Source: an optimization exercise on an open RTL-to-GDS flow (aim: small area and a short achievable clock period). Production flows keep margins and buffers that such runs may drop.
Function was checked by simulation only, so behaviour that the tests miss may differ from the original.

==> flow/design.v, too long to show whole: its modules and the start of the top module <==
// module rlwe_alu: 2794 lines
// module rlwe_fa: 4 lines
// module rlwe_ha: 4 lines
// module rlwe_gp: 4 lines
// module rlwe_g: 3 lines
module rlwe_alu (
    input  wire        clk,
    input  wire        rst,         
    input  wire        in_valid,
    input  wire [2:0]  in_op,
    input  wire [31:0] in_a,
    input  wire [31:0] in_b,
    input  wire [31:0] in_c,
    output wire        out_valid,
    output wire [31:0] out_y0,
    output wire [31:0] out_y1
);
  // ...
==> flow/flow/run.sh <==
#!/bin/bash
# The standard layout, with every port buffered by a plain buf_2 instead of
# the delay buffer buffer_ports picks by default.
set -euo pipefail
export BUFFER_PORTS_ARGS="-buffer_cell sky130_fd_sc_hd__buf_2"
bash standard.sh > standard_make.log 2>&1
==> flow/standard.sh <==
#!/bin/bash
# synth_recipe.tcl (not shown) runs the flow's synth.tcl, then flattens the netlist and writes it again
# the make line also repeats each setting of config.mk as NAME=value (left out here)
make -C /OpenROAD-flow-scripts/flow DESIGN_CONFIG=/design/flow/config.mk WORK_HOME=/design/flow/orfs CLKGATE_MAP_FILE= SYNTH_SCRIPT=/design/flow/synth_recipe.tcl "${@:-finish}"
==> flow/config.mk <==
export PLATFORM = sky130hd
export DESIGN_NAME = rlwe_alu
export DESIGN_NICKNAME = rlwe_alu
export VERILOG_FILES = /design/flow/design.v
export SDC_FILE = /design/flow/constraint.sdc
export NUM_CORES = 4
export LEC_CHECK = 0
export CAP_MARGIN = 20
export CORE_MARGIN = 2
export CORE_UTILIZATION = 40
export SLEW_MARGIN = 20
export SYNTH_HIERARCHICAL = 1
export SYNTH_MINIMUM_KEEP_SIZE = 0
==> flow/constraint.sdc <==
create_clock -name core_clock -period 26.0 [get_ports {clk}]
set_input_delay 5.2000 -clock core_clock [delete_from_list [all_inputs] [get_ports {clk}]]
set_output_delay 5.2000 -clock core_clock [all_outputs]
set_load 0.01 [all_outputs]
==> impl_metrics.yaml, run 1 <==
sta:
  tightestPinTransition_ps: 1060
  timing.hold.ws_ps: 364
  maxSlewViolCount: 0
  fin_worst_skew_ps: 40.3
detailed_routing:
  drc: 0
  drt_pre_antenna_iters: 6
clock_tree:
  cts_setup_buffers: 0
  cts_tree: "built"
synthesis:
  synthMuxAreaShare_pct: 0.462
  synthXorXnorAreaFrac_pct: 10.6
  synth_top_area_share_pct: 26.2
  synth-compound-area-share_pct: 18.8
  synth_area_leaders: "fa_1 (26%), dfxtp_1 (21%), ha_1 (10%)"
placement:
  dp_hpwl_um: 74300
  dp.cells: 4972
run_status:
  status: "no timing/DRC/antenna violations"
worst_setup_path:
  path_buf_inv: 1
  cp.depth: 1
  reg2regPathDepth: 25
  worstSetupStartpoint: "y05[7]"
layout:
  fin_area_um2: 40800
  inv_count: 160
  utilization_pct: 44.4
  n_fill_cell: 8943
  area_delta_synth_final_pct: 9.99
  num-multi-input-gates: 3000
floorplan:
  fp.dieW_um: 308
global_routing:
  grt_use_total_pct: 20.2
==> run 2: changes to the inputs <==
--- a/flow/design.v
+++ b/flow/design.v
@@ -2393,19 +2393,17 @@
     reg v4;
     always @(posedge clk) v4 <= rst ? 1'b0 : v3;
     wire smul3 = op3 == 3'd1;
     reg  [2:0] op4;
     always @(posedge clk) op4 <= op3;
     reg  [17:0] t04;
     always @(posedge clk) t04 <= smul3 ? {2'd0, p3[15:0]} : t0;
     reg  [17:0] t14;
-    always @(posedge clk) t14 <= t1;
-    reg  [15:0] s4h;
-    always @(posedge clk) s4h <= p3[31:16];
+    always @(posedge clk) t14 <= smul3 ? {2'd0, p3[31:16]} : t1;
     wire [13:0] y0c_s_t =
         ({14{t04[17:13] == 5'd1}} & 14'd8192) |
         ({14{t04[17:13] == 5'd2}} & 14'd4095) |
         ({14{t04[17:13] == 5'd3}} & 14'd12287) |
         ({14{t04[17:13] == 5'd4}} & 14'd8190) |
         ({14{t04[17:13] == 5'd5}} & 14'd4093) |
         ({14{t04[17:13] == 5'd6}} & 14'd12285) |
         ({14{t04[17:13] == 5'd7}} & 14'd8188) |
@@ -2764,17 +2762,17 @@
     wire [15:0] y1c_d = {~y1c_s[14] ^ k1567_26g, ~y1c_s[14] ^ k1567_19g, y1c_s[13] ^ k1567_25g, n1590 ^ k1567_16g, n1588 ^ k1567_24g, n1586 ^ k1567_18g, n1584 ^ k1567_23g, n1582 ^ k1567_13g, n1580 ^ k1567_22g, n1578 ^ k1567_17g, n1576 ^ k1567_21g, n1574 ^ k1567_9g, n1572 ^ k1567_20g, n1570 ^ k1567_1g, n1568 ^ 1'b0, ~y1c_s[0]};
     wire [13:0] y1c = y1c_d[15] ? y1c_s[13:0] : y1c_d[13:0];
     reg [31:0] y0m, y1m;
     always @(*) begin
         y0m = 32'd0;
         y1m = 32'd0;
         case (op4)
             3'd0:       y0m = {18'd0, y1c};
-            3'd1:       y0m = {s4h, t04[15:0]};
+            3'd1:       y0m = {t14[15:0], t04[15:0]};
             3'd2, 3'd3: y0m = {18'd0, y0c};
             3'd4: begin
                 y0m = {18'd0, y0c};
                 y1m = {18'd0, y1c};
             end
             3'd5, 3'd6: begin
                 y0m = {18'd0, y1c};
                 y1m = {18'd0, y0c};
==> run 2 against run 1 <==
Still clean on timing, DRC and antenna. Sequential share of layout area fell by 0.52 points. Non-clock buffer count rose by 1. First-iteration DRC count fell by 12%. Sequential cell count fell by 16. Clock skew fell by 4.8 ps. Die area fell by 0.71%. Wire length rose by 1.3%. Highest routed layer unchanged.
==> impl_metrics.yaml, run 2 <==
sta:
  timing.hold.ws_ps: 368
  fin_worst_skew_ps: 35.5
  rsz0062_at_grt: "false"
  tightestPinTransition_ps: 1030
  finalSetupTns_ps: 0
  relSlewSlack_pct: 31.2
  final-hold-violation-count: 0
  finalCriticalPeriod_ps: 6320
  max_freq_ghz: 0.158
  finalSetupViolCount: 0
  maxSlewViolCount: 0
  period_share_pct: 24.3
worst_setup_path:
  path_common_cell: "a21o_1"
  crit_slowest_cell: "xor2_2"
  cp.arrival_ps: 6880
  critPathRequiredTime_ps: 26560
  path_buf_inv: 1
  reg2reg_setup_slack_ps: 19680
  reg2regPathDepth: 27
  cp_top_family: "compound AO/OA/AOI/OAI gates"
  path_class: "register to register"
  critPathMaxStageDelay_ps: 830
  cp-end-kind: "register"
  worst_setup_path_start_kind: "register"
  cp_max_fo: 26
  rr_startpoint: "t14[16]"
  r2r-end: "y05[13]"
synthesis:
  synth_flop_cell: "dfxtp_1"
  syn-mean-instance-area_um2: 9.97
  synth_edf_count: 0
  synth_cell_type_count: 57
  async_flop_share_pct: 0
  yosysWarnings: 7
  syn_inst: 3694
  synth_commonest_cells: "fa_1 (485), a21o_1 (441), dfxtp_1 (370)"
  synth_area_leaders: "fa_1 (26%), dfxtp_1 (20%), ha_1 (10%)"
  synth_most_common_cell: "fa_1"
  yosysTopAreaCell: "fa_1"
  synth_top_area_share_pct: 26.4
  ys_seq_elements: 370
  synth.yosys.seq_area_share_pct: 20.1
  syn-cell-area_um2: 36800
layout:
  multi_input_area_um2: 28200
  final_cell_mix: "fa_1 (485), a21o_1 (441), dfxtp_1 (364)"
  layout.nets: 4674
  antenna_cells: 0
  area_delta_synth_final_pct: 9.23
  drive_gt1_share_pct: 7.70
  n_fill_cell: 8842
  final-seq-area_um2: 7410
  layout_commonest_cell: "fa_1"
detailed_routing:
  drt_pre_antenna_iters: 5
  drc: 0
  drt_wl_total_um: 94800
  via_per_inst: 5.23
  drt-initial-drc-count: 1362
  via_count: 26181
  final_antenna_net_count: 0
  routedWlPerCell_um: 19.0
floorplan:
  start_util_pct: 40.3
  dieArea_um2: 94500
  fp.dieW_um: 307
  rows: 111
  ios: 167
  die_y_um: 307
  core_um2: 91400
hold_path:
  hp-start: "op0[0]"
  worst_hold_path_type: "register to register"
  hold_depth: 0
  hold_end: "op1[0]"
clock_tree:
  cts-resized-gates: 0
  cts-root-buf: "clkbuf_16"
  cts_buffer_depth: 3
  cts_inserted_buffers: 44
  clkSlewWorstSetupHoldPaths_ps: 60
  cts_setup_buffers: 0
  cts_sinks: 370
  cts-htree-levels: 2
  cts_tree: "built"
  ctsHoldBuffers: 0
  clk_latency_ps: 620
global_routing:
  antenna_found_initial: 2
  grt_max_degree: 89
  grt_use_total_pct: 20.4
  grt_pass1_vias: 27023
  overflow: 0
  grt_pass1_wl_um: 151000
run_status:
  status: "no timing/DRC/antenna violations"
job:
  max-cap-violations: 0
placement:
  place_congestion: 0.893
  portBuffers: 148
  dp_hpwl_um: 75300
[run 2: cell count changes after synthesis, sizes merged, moves of 2 or more]
cell    before  now
inv        160  162
clkbuf     154  163
and2       191  188
buf         73   66
a311oi       4    1
a21oi      110  127
a21o       439  441
nor2       268  272
nand2      132  136
xor2       218  215
o21ai      107  110
dfxtp      386  370
xnor2      230  232
nor2b       16   12
[run 2: cell type report]
cell class              count  area share (%)
clock buffers              50            2.89
clock inverters            28           0.834
inverters                 162            1.51
multi-input cells        3022            70.1
flip-flops and latches    370            18.4
well taps                1186            3.69
repair buffers            184            2.51
[run 2: per-stage QoR]
stage	instance area (µm²)	utilization [%]	worst slack (ps)	cells
3_3_place_gp	38700	42.4	19810	4924
3_5_place_dp	38700	42.4	19720	4924
4_1_cts	40200	44.0	19640	5002
6_report	40200	44.0	19680	5002
2_1_floorplan	37200	-	20410	3783
5_1_grt	40200	44.0	19020	5002
[run 2: worst max-delay path by stage]
stage / from / end / slack [ps] / cells past startpoint
floorplan: be2[17] / p3[31] / 20410 / 18
global placement: t14[16] / y05[13] / 19810 / 27
detailed placement: t14[16] / y05[13] / 19720 / 27
CTS: y05[3] / out_y0[3] / 19640 / 1
global route: t14[16] / y05[13] / 19020 / 25
finish: t14[16] / y05[13] / 19680 / 27
[run 2: worst reg2reg max path, cell delays in order (launching register included)]
cell	delay (ps)
dfxtp_1	720
nand2b_1	260
nand2_1	70
nand2_1	80
nor2_1	40
nor3_1	170
o22ai_1	100
ha_1	320
a21o_1	220
a21o_1	210
a21o_1	190
a21o_1	170
xor2_1	280
inv_1	80
ha_1	320
and2_1	180
and2_1	150
a21o_1	220
a21o_1	210
a21o_1	160
a21o_1	180
xor2_2	830
nand2_1	150
xor2_1	190
xnor2_1	290
mux2i_1	130
a21oi_1	180
a22o_1	150
[run 2: per-module statistics from Yosys, one instance, submodules excluded]
module | copies in the design | area, µm²
rlwe_gp | 168 | 13.8
rlwe_g | 258 | 7.51
rlwe_alu | 1 | 19100
rlwe_ha | 302 | 12.5
rlwe_fa | 485 | 20.0
[run 2: logic make-up (layout without fill, tap and decap cells)]
logic type | after synthesis | after routing | share of synthesized area [%]
fa+ha+maj | 788 | 788 | 36.7
buf+inv | 391 | 424 | 4.25
mux | 16 | 16 | 0.469
simple gates | 664 | 664 | 8.54
xor+xnor | 447 | 447 | 10.7
compound gates | 1016 | 1016 | 19.3
flops | 370 | 370 | 20.1
other cells | 2 | 91 | 0.0204
[run 2: routing by layer]
metal	vias to the layer above	GRT usage, %	part of all wire, %
met4	0	8.05	4.1
met3	179	3.00	4.9
li1	12582	-	-
met1	12745	26.3	43
met5	-	0	0
met2	675	34.4	48

[separate check: timing with driven ports]
The results above use ideal ports. As a check the final layouts listed here were re-extracted and re-timed, cells and wires unchanged. Step 1 (the two cells are an assumption about what drives the block):
set clk [get_ports {clk}]
set_driving_cell -lib_cell sky130_fd_sc_hd__clkbuf_16 $clk
set_driving_cell -lib_cell sky130_fd_sc_hd__buf_2 [delete_from_list [all_inputs] $clk]
Step 2 adds t to the input delays and takes it off the output delays; t is the mean of the earliest and latest rising clock arrival at the registers after step 1. Input paths then give back, and output paths get back, about the clock's delay inside the block. a / b / c = ideal ports / drivers / drivers and shift; a / b = the first two.
| run | shift t [ns] | setup slack, ns | worst setup path at the end | latest minus earliest clock arrival (ns) | cell pins on the clock port's net |
|---|---|---|---|---|---|
| run 1 | 0.694 | 19.659 / 19.591 / 19.936 | register to register | 0.041 / 0.041 | 1 |
| run 2 | 0.674 | 19.682 / 19.615 / 19.682 | register to register | 0.036 / 0.036 | 1 |
After both steps setup and hold are still met in every run listed.
